This design comes from an exercise in tuning for small area, a short achievable clock period and few clock cycles on the open sky130 flow, not from production work.
The RTL was checked by simulation tests, not by an equivalence proof against the original design.
Power is estimated from default activity; no workload was simulated.

==> design/flow/design.v <==
module ki_codec (
    input  wire       clk,
    input  wire       rst,
    input  wire       req_valid,
    output wire       req_ready,
    input  wire [7:0] req_data,
    output reg        rsp_valid,
    input  wire       rsp_ready,
    output reg  [7:0] rsp_data
);
    localparam [7:0] OP_CRC_INIT      = 8'h01;
    localparam [7:0] OP_CRC_UPDATE    = 8'h02;
    localparam [7:0] OP_TX_FRAME      = 8'h10;
    localparam [7:0] OP_STATUS_PACK   = 8'h20;
    localparam [7:0] OP_STATUS_UNPACK = 8'h21;
    localparam [7:0] OP_LAYOUT_SET    = 8'h30;
    localparam [7:0] OP_LAYOUT_LOAD   = 8'h31;
    localparam [7:0] OP_DATA_PACK     = 8'h32;
    localparam [7:0] OP_DATA_UNPACK   = 8'h33;
    localparam [7:0] OP_REG_READ      = 8'h50;
    localparam [7:0] E_ILLEGAL   = 8'h01;
    localparam [7:0] E_BADKIND   = 8'h03;
    localparam [7:0] E_MISSING   = 8'h04;
    localparam [7:0] E_MALFORMED = 8'h05;
    localparam [7:0] E_BADLAYOUT = 8'h06;
    localparam [7:0] E_BADREG    = 8'h07;
    localparam [2:0] S_OP   = 3'd0;   
    localparam [2:0] S_ARG  = 3'd1;   
    localparam [2:0] S_BODY = 3'd2;   
    localparam [2:0] S_EMIT = 3'd3;   
    localparam [2:0] S_SKIP = 3'd4;   
    localparam [2:0] S_UNP  = 3'd5;   
    localparam [2:0] S_UVAL = 3'd6;   
    localparam [2:0] EM_CRC   = 3'd0;   
    localparam [2:0] EM_TXHDR = 3'd1;   
    localparam [2:0] EM_TXCRC = 3'd2;   
    localparam [2:0] EM_PAD   = 3'd3;   
    localparam [2:0] EM_PLEN  = 3'd4;   
    localparam [2:0] EM_MAP   = 3'd5;   
    localparam [2:0] EM_REG   = 3'd6;   
    reg [15:0] crc_acc;
    reg [31:0] frames_tx;
    reg        lay_valid;
    reg [31:0] lay_map;
    reg [7:0]  lay_bits [0:31];
    reg [2:0]  state;
    reg [7:0]  op;
    reg [7:0]  cnt;        
    reg [15:0] len;        
    reg [7:0]  kind;
    reg [3:0]  ecnt;       
    reg [2:0]  emode;
    reg [15:0] txcrc;
    reg [4:0]  sidx;       
    reg [1:0]  fbyte;      
    reg [31:0] acc;        
    integer k;
    function [15:0] crc_step(input [15:0] c, input [7:0] b);
        integer t;
        reg [15:0] x;
        begin
            x = c ^ {b, 8'h00};
            for (t = 0; t < 8; t = t + 1)
                x = x[15] ? ((x << 1) ^ 16'h1021) : (x << 1);
            crc_step = x;
        end
    endfunction
    /*verilator lint_off UNUSEDSIGNAL*/
    function [2:0] fwidth(input [7:0] b);
        begin
            fwidth = b[5] ? 3'd4 : ({1'b0, b[4:3]} + {2'b0, |b[2:0]});
        end
    endfunction
    /*verilator lint_on UNUSEDSIGNAL*/
    function [31:0] vmask(input [7:0] b);
        begin
            vmask = (b >= 8'd32) ? 32'hFFFF_FFFF : ((32'd1 << b) - 32'd1);
        end
    endfunction
    reg        layout_ok;
    reg [7:0]  data_len;
    always @(*) begin
        layout_ok = 1'b1;
        data_len  = 8'd4;
        for (k = 0; k < 32; k = k + 1) begin
            if (lay_map[k]) begin
                if (lay_bits[k] == 8'd0 || lay_bits[k] > 8'd32)
                    layout_ok = 1'b0;
                data_len = data_len + {5'd0, fwidth(lay_bits[k])};
            end
        end
    end
    wire [6:0]  pk_off   = cnt[6:0] - 7'd4;
    wire [4:0]  pk_i     = pk_off[6:2];
    wire [1:0]  pk_j     = pk_off[1:0];
    wire [1:0]  ld_byte  = cnt[1:0] - 2'd2;    
    wire [7:0]  pk_bits  = lay_bits[pk_i];
    wire [31:0] pk_mask  = vmask(pk_bits);
    wire [7:0]  pk_bmask = pk_mask[8*pk_j +: 8];
    wire        pk_keep  = lay_map[pk_i] && ({1'b0, pk_j} < fwidth(pk_bits));
    wire [7:0]  up_bits  = lay_bits[sidx];
    wire [31:0] up_val   = lay_map[sidx] ? (acc & vmask(up_bits)) : 32'd0;
    reg        reg_ok;
    reg [31:0] reg_val;
    always @(*) begin
        reg_ok  = 1'b1;
        reg_val = 32'd0;
        case (req_data)
            8'h00: reg_val = 32'd1;
            8'h01: reg_val = {16'd0, crc_acc};
            8'h09: reg_val = frames_tx;
            8'h0A: reg_val = {31'd0, lay_valid};
            8'h0B: reg_val = lay_map;
            8'h10, 8'h11, 8'h12, 8'h13, 8'h14, 8'h15, 8'h16, 8'h17:
                reg_val = {lay_bits[{req_data[2:0], 2'd3}], lay_bits[{req_data[2:0], 2'd2}],
                           lay_bits[{req_data[2:0], 2'd1}], lay_bits[{req_data[2:0], 2'd0}]};
            default: reg_ok = 1'b0;
        endcase
    end
    wire [31:0] tx_m = {16'd0, len} + 32'd8;
    reg [7:0] emit_byte;
    always @(*) begin
        emit_byte = 8'h00;
        case (emode)
            EM_CRC:   emit_byte = ecnt[0] ? crc_acc[15:8] : crc_acc[7:0];
            EM_TXHDR:
                case (ecnt)
                    4'd0: emit_byte = tx_m[7:0];
                    4'd1: emit_byte = tx_m[15:8];
                    4'd2: emit_byte = tx_m[23:16];
                    4'd3: emit_byte = tx_m[31:24];
                    4'd4: emit_byte = 8'hA5;
                    4'd5: emit_byte = 8'h5A;
                    4'd6: emit_byte = 8'h01;
                    4'd7: emit_byte = kind;
                    4'd8: emit_byte = len[7:0];
                    default: emit_byte = len[15:8];
                endcase
            EM_TXCRC: emit_byte = ecnt[0] ? txcrc[15:8] : txcrc[7:0];
            EM_PAD:   emit_byte = 8'h00;
            EM_PLEN:  emit_byte = ecnt[0] ? 8'h00 : data_len;
            EM_MAP:   emit_byte = lay_map[8*ecnt[1:0] +: 8];
            EM_REG:   emit_byte = acc[8*ecnt[1:0] +: 8];
            default:  emit_byte = 8'h00;
        endcase
    end
    wire adv = !rsp_valid || rsp_ready;    
    reg  need_in;
    always @(*) begin
        case (state)
            S_OP, S_ARG, S_BODY, S_SKIP, S_UNP: need_in = 1'b1;
            default:                            need_in = 1'b0;
        endcase
    end
    assign req_ready = adv && need_in;
    wire take = req_ready && req_valid;
    wire [7:0] b = req_data;
    wire [15:0] n_in = {b, len[7:0]};      
    always @(posedge clk) begin
        if (rst) begin
            crc_acc   <= 16'hFFFF;
            frames_tx <= 32'd0;
            lay_valid <= 1'b0;
            lay_map   <= 32'd0;
            for (k = 0; k < 32; k = k + 1)
                lay_bits[k] <= 8'd0;
            state     <= S_OP;
            rsp_valid <= 1'b0;
            rsp_data  <= 8'h00;
            op        <= 8'h00;
            cnt       <= 8'd0;
            len       <= 16'd0;
            kind      <= 8'h00;
            ecnt      <= 4'd0;
            emode     <= EM_CRC;
            txcrc     <= 16'hFFFF;
            sidx      <= 5'd0;
            fbyte     <= 2'd0;
            acc       <= 32'd0;
        end else begin
            if (rsp_valid && rsp_ready)
                rsp_valid <= 1'b0;
            case (state)
            S_OP: if (take) begin
                op  <= b;
                cnt <= 8'd0;
                case (b)
                    OP_CRC_INIT: begin
                        crc_acc <= 16'hFFFF;
                        rsp_valid <= 1'b1; rsp_data <= 8'h00;
                        state <= S_EMIT; emode <= EM_CRC; ecnt <= 4'd0;
                    end
                    OP_CRC_UPDATE, OP_STATUS_PACK, OP_LAYOUT_SET: begin
                        rsp_valid <= 1'b1; rsp_data <= 8'h00;
                        state <= (b == OP_CRC_UPDATE || b == OP_LAYOUT_SET) ? S_ARG : S_BODY;
                    end
                    OP_TX_FRAME, OP_STATUS_UNPACK, OP_LAYOUT_LOAD, OP_DATA_UNPACK, OP_REG_READ:
                        state <= S_ARG;
                    OP_DATA_PACK: begin
                        rsp_valid <= 1'b1;
                        if (!lay_valid) begin
                            rsp_data <= E_MISSING;
                            state <= S_SKIP; len <= 16'd132;
                        end else if (!layout_ok) begin
                            rsp_data <= E_BADLAYOUT;
                            state <= S_SKIP; len <= 16'd132;
                        end else begin
                            rsp_data <= 8'h00;
                            state <= S_EMIT; emode <= EM_PLEN; ecnt <= 4'd0;
                        end
                    end
                    default: begin
                        rsp_valid <= 1'b1; rsp_data <= E_ILLEGAL;
                    end
                endcase
            end
            S_ARG: if (take) begin
                cnt <= cnt + 8'd1;
                case (op)
                    OP_CRC_UPDATE: begin
                        crc_acc <= crc_step(crc_acc, b);
                        state <= S_EMIT; emode <= EM_CRC; ecnt <= 4'd0;
                    end
                    OP_REG_READ: begin
                        rsp_valid <= 1'b1;
                        if (reg_ok) begin
                            rsp_data <= 8'h00; acc <= reg_val;
                            state <= S_EMIT; emode <= EM_REG; ecnt <= 4'd0;
                        end else begin
                            rsp_data <= E_BADREG;
                            state <= S_OP;
                        end
                    end
                    OP_LAYOUT_SET: begin
                        if (cnt < 8'd4)
                            lay_map[8*cnt[1:0] +: 8] <= b;
                        else
                            lay_bits[cnt[4:0] - 5'd4] <= b;
                        if (cnt == 8'd35) begin
                            lay_valid <= 1'b1;
                            state <= S_OP;
                        end
                    end
                    OP_TX_FRAME: begin
                        if (cnt == 8'd0) kind <= b;
                        else if (cnt == 8'd1) len[7:0] <= b;
                        else begin
                            len <= n_in;
                            rsp_valid <= 1'b1;
                            if (kind == 8'h00 || kind > 8'h05) begin
                                rsp_data <= E_BADKIND;
                                state <= (n_in == 16'd0) ? S_OP : S_SKIP;
                            end else begin
                                rsp_data <= 8'h00;
                                txcrc <= 16'hFFFF;
                                state <= S_EMIT; emode <= EM_TXHDR; ecnt <= 4'd0;
                            end
                        end
                    end
                    default: begin  
                        if (cnt == 8'd0) len[7:0] <= b;
                        else begin
                            len <= n_in;
                            cnt <= 8'd0;
                            rsp_valid <= 1'b1;
                            if (op == OP_DATA_UNPACK) begin
                                if (!lay_valid) begin
                                    rsp_data <= E_MISSING;
                                    state <= (n_in == 16'd0) ? S_OP : S_SKIP;
                                end else if (!layout_ok) begin
                                    rsp_data <= E_BADLAYOUT;
                                    state <= (n_in == 16'd0) ? S_OP : S_SKIP;
                                end else if (n_in != {8'd0, data_len}) begin
                                    rsp_data <= E_MALFORMED;
                                    state <= (n_in == 16'd0) ? S_OP : S_SKIP;
                                end else begin
                                    rsp_data <= 8'h00;
                                    state <= S_BODY;
                                end
                            end else if (n_in != 16'd144) begin
                                rsp_data <= E_MALFORMED;
                                state <= (n_in == 16'd0) ? S_OP : S_SKIP;
                            end else begin
                                rsp_data <= 8'h00;
                                state <= S_BODY;
                            end
                        end
                    end
                endcase
            end
            S_BODY: if (take) begin
                cnt <= cnt + 8'd1;
                case (op)
                    OP_TX_FRAME: begin
                        rsp_valid <= 1'b1; rsp_data <= b;
                        txcrc <= crc_step(txcrc, b);
                        len <= len - 16'd1;
                        if (len == 16'd1) begin
                            state <= S_EMIT; emode <= EM_TXCRC; ecnt <= 4'd0;
                        end
                    end
                    OP_STATUS_PACK: begin
                        rsp_valid <= 1'b1; rsp_data <= b;
                        if (cnt == 8'd141) begin
                            state <= S_EMIT; emode <= EM_PAD; ecnt <= 4'd0;
                        end
                    end
                    OP_STATUS_UNPACK: begin
                        if (cnt < 8'd142) begin
                            rsp_valid <= 1'b1; rsp_data <= b;
                        end
                        if (cnt == 8'd143) state <= S_OP;
                    end
                    OP_LAYOUT_LOAD: begin
                        if (cnt >= 8'd2 && cnt < 8'd6)
                            lay_map[8*ld_byte +: 8] <= b;
                        if (cnt >= 8'd74 && cnt < 8'd106)
                            lay_bits[cnt[4:0] - 5'd10] <= b;
                        if (cnt == 8'd143) begin
                            lay_valid <= 1'b1;
                            state <= S_OP;
                        end
                    end
                    OP_DATA_PACK: begin
                        if (cnt < 8'd4) begin
                            rsp_valid <= 1'b1; rsp_data <= b;
                        end else if (pk_keep) begin
                            rsp_valid <= 1'b1; rsp_data <= b & pk_bmask;
                        end
                        if (cnt == 8'd131) state <= S_OP;
                    end
                    default: begin  
                        rsp_valid <= 1'b1; rsp_data <= b;
                        if (cnt == 8'd3) begin
                            state <= S_EMIT; emode <= EM_MAP; ecnt <= 4'd0;
                        end
                    end
                endcase
            end
            S_EMIT: if (adv) begin
                rsp_valid <= 1'b1; rsp_data <= emit_byte;
                ecnt <= ecnt + 4'd1;
                case (emode)
                    EM_CRC, EM_PAD:
                        if (ecnt == 4'd1) state <= S_OP;
                    EM_TXHDR: begin
                        if (ecnt >= 4'd6) txcrc <= crc_step(txcrc, emit_byte);
                        if (ecnt == 4'd9) begin
                            if (len == 16'd0) begin
                                emode <= EM_TXCRC; ecnt <= 4'd0;
                            end else begin
                                state <= S_BODY;
                            end
                        end
                    end
                    EM_TXCRC:
                        if (ecnt == 4'd1) begin
                            frames_tx <= frames_tx + 32'd1;
                            state <= S_OP;
                        end
                    EM_PLEN:
                        if (ecnt == 4'd1) begin
                            state <= S_BODY; cnt <= 8'd0;
                        end
                    EM_MAP:
                        if (ecnt == 4'd3) begin
                            sidx <= 5'd0; fbyte <= 2'd0; ecnt <= 4'd0;
                            state <= lay_map[0] ? S_UNP : S_UVAL;
                        end
                    default:  
                        if (ecnt == 4'd3) state <= S_OP;
                endcase
            end
            S_SKIP: if (take) begin
                len <= len - 16'd1;
                if (len == 16'd1) state <= S_OP;
            end
            S_UNP: if (take) begin
                acc[8*fbyte +: 8] <= b;
                fbyte <= fbyte + 2'd1;
                if ({1'b0, fbyte} == fwidth(up_bits) - 3'd1) begin
                    fbyte <= 2'd0;
                    ecnt <= 4'd0;
                    state <= S_UVAL;
                end
            end
            S_UVAL: if (adv) begin
                rsp_valid <= 1'b1; rsp_data <= up_val[8*ecnt[1:0] +: 8];
                ecnt <= ecnt + 4'd1;
                if (ecnt == 4'd3) begin
                    ecnt <= 4'd0;
                    sidx <= sidx + 5'd1;
                    if (sidx == 5'd31)
                        state <= S_OP;
                    else if (lay_map[sidx + 5'd1])
                        state <= S_UNP;
                end
            end
            default: state <= S_OP;
            endcase
        end
    end
endmodule
==> design/flow/run.sh <==
#!/bin/bash
# synth_recipe.tcl (not shown) runs the flow's synth.tcl, then flattens the netlist and writes it again
# the make line also repeats each setting of config.mk as NAME=value (left out here)
make -C /OpenROAD-flow-scripts/flow DESIGN_CONFIG=/design/flow/config.mk WORK_HOME=/design/flow/orfs CLKGATE_MAP_FILE= SYNTH_SCRIPT=/design/flow/synth_recipe.tcl finish
==> design/flow/config.mk <==
export PLATFORM = sky130hd
export DESIGN_NAME = ki_codec
export DESIGN_NICKNAME = ki_codec
export VERILOG_FILES = /design/flow/design.v
export SDC_FILE = /design/flow/constraint.sdc
export NUM_CORES = 4
export LEC_CHECK = 0
export CAP_MARGIN = 20
export CORE_MARGIN = 2
export CORE_UTILIZATION = 40
export SLEW_MARGIN = 20
==> design/flow/constraint.sdc <==
create_clock -name core_clock -period 30.0 [get_ports {clk}]
set_input_delay 6.0000 -clock core_clock [delete_from_list [all_inputs] [get_ports {clk}]]
set_output_delay 6.0000 -clock core_clock [all_outputs]
set_load 0.01 [all_outputs]
==> summary.txt <==
grt ovf=0; Post-Synthesis Cell Area=roughly 43000 µm²; Via Count=39700; GRT Resource Usage Total=between 30% and 40%; Hold Slack=approximately 470 ps; Final Hold Viols=0; row cnt=120; Placed Instance Area=44600 µm²; first-pass GRT wire length=253000 µm; clock sink count=456; CTS Hold Buffers Added=0; Buf+Inv Stages, Crit Path=16; Initial Util=40.3%; Routed Antenna Nets=0; die span in x=332 µm; Longest Clk Path Bufs=3; max incr delay on CP=between 500 and 600 ps; most used cell along the critical path=fa_1; layout cell share with drive strength beyond 1=13.8%; fin crit share=93.6%; status=no timing/DRC/antenna violations; Initial DRC Count=5999; asr flop ratio synth=0%; vias per cell=6.51; WS Path Type=flip-flop to flip-flop; GPL Wtd Cong=1.07; Worst Hold Depth=2; RR Startpoint=lay_bits[1][1]; final core utilization=43.6%; Leak Pwr=16.6 nW; Setup crit end kind=flip-flop; Final HPWL DP=129000 µm; drt first pass iters=6; Yosys cell types=111; Startpoint Class=flip-flop; worst vdd ir=45.8 µV; I/O pins=22; crit-path leading delay family=adder cells; DIE HEIGHT=between 300 and 400 µm; Port Buf Inserts=21; H-tree levels=2; Area contributors post-synth=edfxtp_1 18%, mux4_2 13%, dfxtp_1 9.3%; R2R Setup Slk=1920 ps; layout net count=between 4000 and 5000; cts bufs inserted=54; clk slew on worst S/H paths=70 ps; Synth top cells by count=453 x nor2_1, 398 x nand2_1, 294 x clkbuf_1; initial antenna violation count=1; hold_sp=rsp_data[1]; Post-synth EDFFs=around 260; DRC=0; PwrDens=approximately 37 nW/µm²; Layout Skew=27.6 ps; sequential area share after synthesis=27.1%; cell count after synthesis=roughly 4800; maximum clock rate=around 36 MHz; Mean Syn Cell Area=8.98 µm²; worst hold path type=flip-flop to flip-flop; Hold EP=rsp_data[1]; total nets after synthesis=5030; Critical Path RT=30520 ps; crit-path max FO=5; vias in the first global route=36600; post-route minimum period=about 28000 ps; Area Overhead vs Synth=8.35%; CTS tree=built; DP Cell Count=between 5000 and 6000; max_cap viols=0; most frequent cell after synthesis=nor2_1; Post-Route WL=173000 µm; Yosys warning count=1; largest area contributor in the netlist=edfxtp_1; Max Slew Vio Count=0; ys flop type=edfxtp_1; die area=110000 µm²; slowest CP cell=fa_1; Clk Latency, worst-skew pair=680 ps; Worst Max-Slew Pin Slew=1170 ps; endpoints failing setup=0; worst-case reg-to-reg path depth=127; post-route cell area=roughly 47000 µm²; routed len/inst=28.4 µm; slew margin rel.=21.4%; top-area cell type share of the netlist area=17.9%; largest net degree at the start of global routing=109; Non-Filler Instances=6093; CTS Root Cell=clkbuf_16; reg2reg end=rsp_data[0]; synthesized flop and latch total=456; core area=107000 µm²; arrival time worst endpoint=28600 ps
## logic make-up after synthesis
kind of cell / after synthesis / share of synthesized area [%]
AO/OA/AOI/OAI: 985 / 14.9
XOR/XNOR: 307 / 7.24
adder cells (fa/ha/maj): 231 / 7.21
buffers and inverters: 519 / 4.53
flip-flops: 456 / 27.1
multiplexers: 442 / 17.7
AND/OR/NAND/NOR: 1854 / 21.3
## report_power, final
group          leakage [nW]  switching, mW  internal (mW)
Clock                 0.909          0.305          0.415
Sequential             4.26         0.0262          0.674
Combinational          11.5          0.206          0.104
## worst register-to-register path, delay by kind of cell (launching register included)
family,cells,cell delay (ps)
flip-flops,1,440
adder cells (fa/ha/maj),33,14470
multiplexers,7,1700
AND/OR/NAND/NOR,37,4920
XOR/XNOR,6,1030
AO/OA/AOI/OAI,28,4000
buffers and inverters,16,1400
## layout by cell type (no fill, tap or decap), types with 27 or more instances in the layout
| master | instances |
|---|---|
| a211oi_1 | 39 |
| a21oi_1 | 243 |
| a221oi_1 | 110 |
| a22oi_1 | 37 |
| a31oi_1 | 29 |
| and2_1 | 217 |
| and3_1 | 47 |
| buf_4 | 118 |
| clkbuf_16 | 54 |
| dfxtp_1 | 196 |
| edfxtp_1 | 256 |
| fa_1 | 31 |
| ha_1 | 192 |
| inv_1 | 169 |
| mux2_2 | 50 |
| mux2i_1 | 135 |
| mux4_2 | 249 |
| nand2_1 | 396 |
| nand2b_1 | 60 |
| nand3_1 | 116 |
| nor2_1 | 450 |
| nor2b_1 | 112 |
| nor3_1 | 222 |
| o21a_1 | 27 |
| o21ai_0 | 230 |
| o22ai_1 | 49 |
| or2_2 | 44 |
| or3_1 | 65 |
| xnor2_1 | 187 |
| xor2_1 | 83 |
## layer usage
layer / vias up / track usage [%] / part of all wire (%)
met2: 2606 / 44.2 / 42
met3: 456 / 8.30 / 12
li1: 17400 / - / -
met4: 0 / 15.9 / 6.1
met1: 19200 / 41.6 / 40
met5: - / 0 / 0
## worst max-delay path by stage
stage                        start     endpoint  slack, ps  depth (start not counted)
finish              lay_bits[1][1]  rsp_data[0]       1920                        127
global route        lay_bits[1][1]  rsp_data[0]       -110                        128
CTS                 lay_bits[1][1]     state[2]        760                        128
detailed placement  lay_bits[1][1]     state[2]        760                        128
global placement    lay_bits[1][1]     state[2]       1320                        128
floorplan           lay_bits[1][1]    txcrc[12]       3300                        128
## through the flow
step	worst slack (ps)	power, mW	setup TNS, ps
2_1_floorplan	3300	0.894	0
3_3_place_gp	1320	1.01	0
3_5_place_dp	755	1.01	0
4_1_cts	760	1.72	0
5_1_grt	-111	1.77	-685
6_report	1920	1.73	0
## state kept, by name (all words and copies together) (netlist names), 8 cells and up, named ones only
signal and cells:
acc 32, crc_acc 16, txcrc 16, op 8, kind 8, len 16
frames_tx 32, cnt 8, lay_map 32, rsp_data 8, lay_bits 256
## final cells by class
class                      count  area (µm²)
antenna                        1        2.50
timing repair buffer         138        1070
clock inverter                36         454
inverter                     175         657
multi-input combinational   3819       29600
fill                       10500       60200
sequential                   456       11700
clock buffer                  65        1440
tap                         1403        1760
## timing repair
action / 4_1_cts / 5_1_grt
setup buffers: 0 / 6
gates resized for setup: 0 / 32
endpoints found under the hold margin: 0 / 0
endpoints found under the setup margin: 0 / 26
Testbench counts, summed over its fixed seeds: cycles 72,216.

==> re-timing with driven ports <==
How much do the figures lean on ideal ports? The routed layout below was timed once more, with nothing changed but the port constraints. Step 1 assumes that a clkbuf_16 drives the clock port and a buf_2 every other input. Step 2 adds t to the input delays and takes it off the output delays; t is the mean of the earliest and latest rising clock arrival at the registers after step 1. Input paths then give back, and output paths get back, about the clock's delay inside the block. Slacks: ideal ports / drivers / drivers and shift; pairs: ideal ports / drivers.
t, ns: 0.737
slack for setup (ns): 1.917 / 1.917 / 1.917
worst setup path at the end: register to register
After both steps setup and hold are still met in this run. For this run, drivers alone change the setup slack by 0.000 ns; drivers and shift together by 0.000 ns.
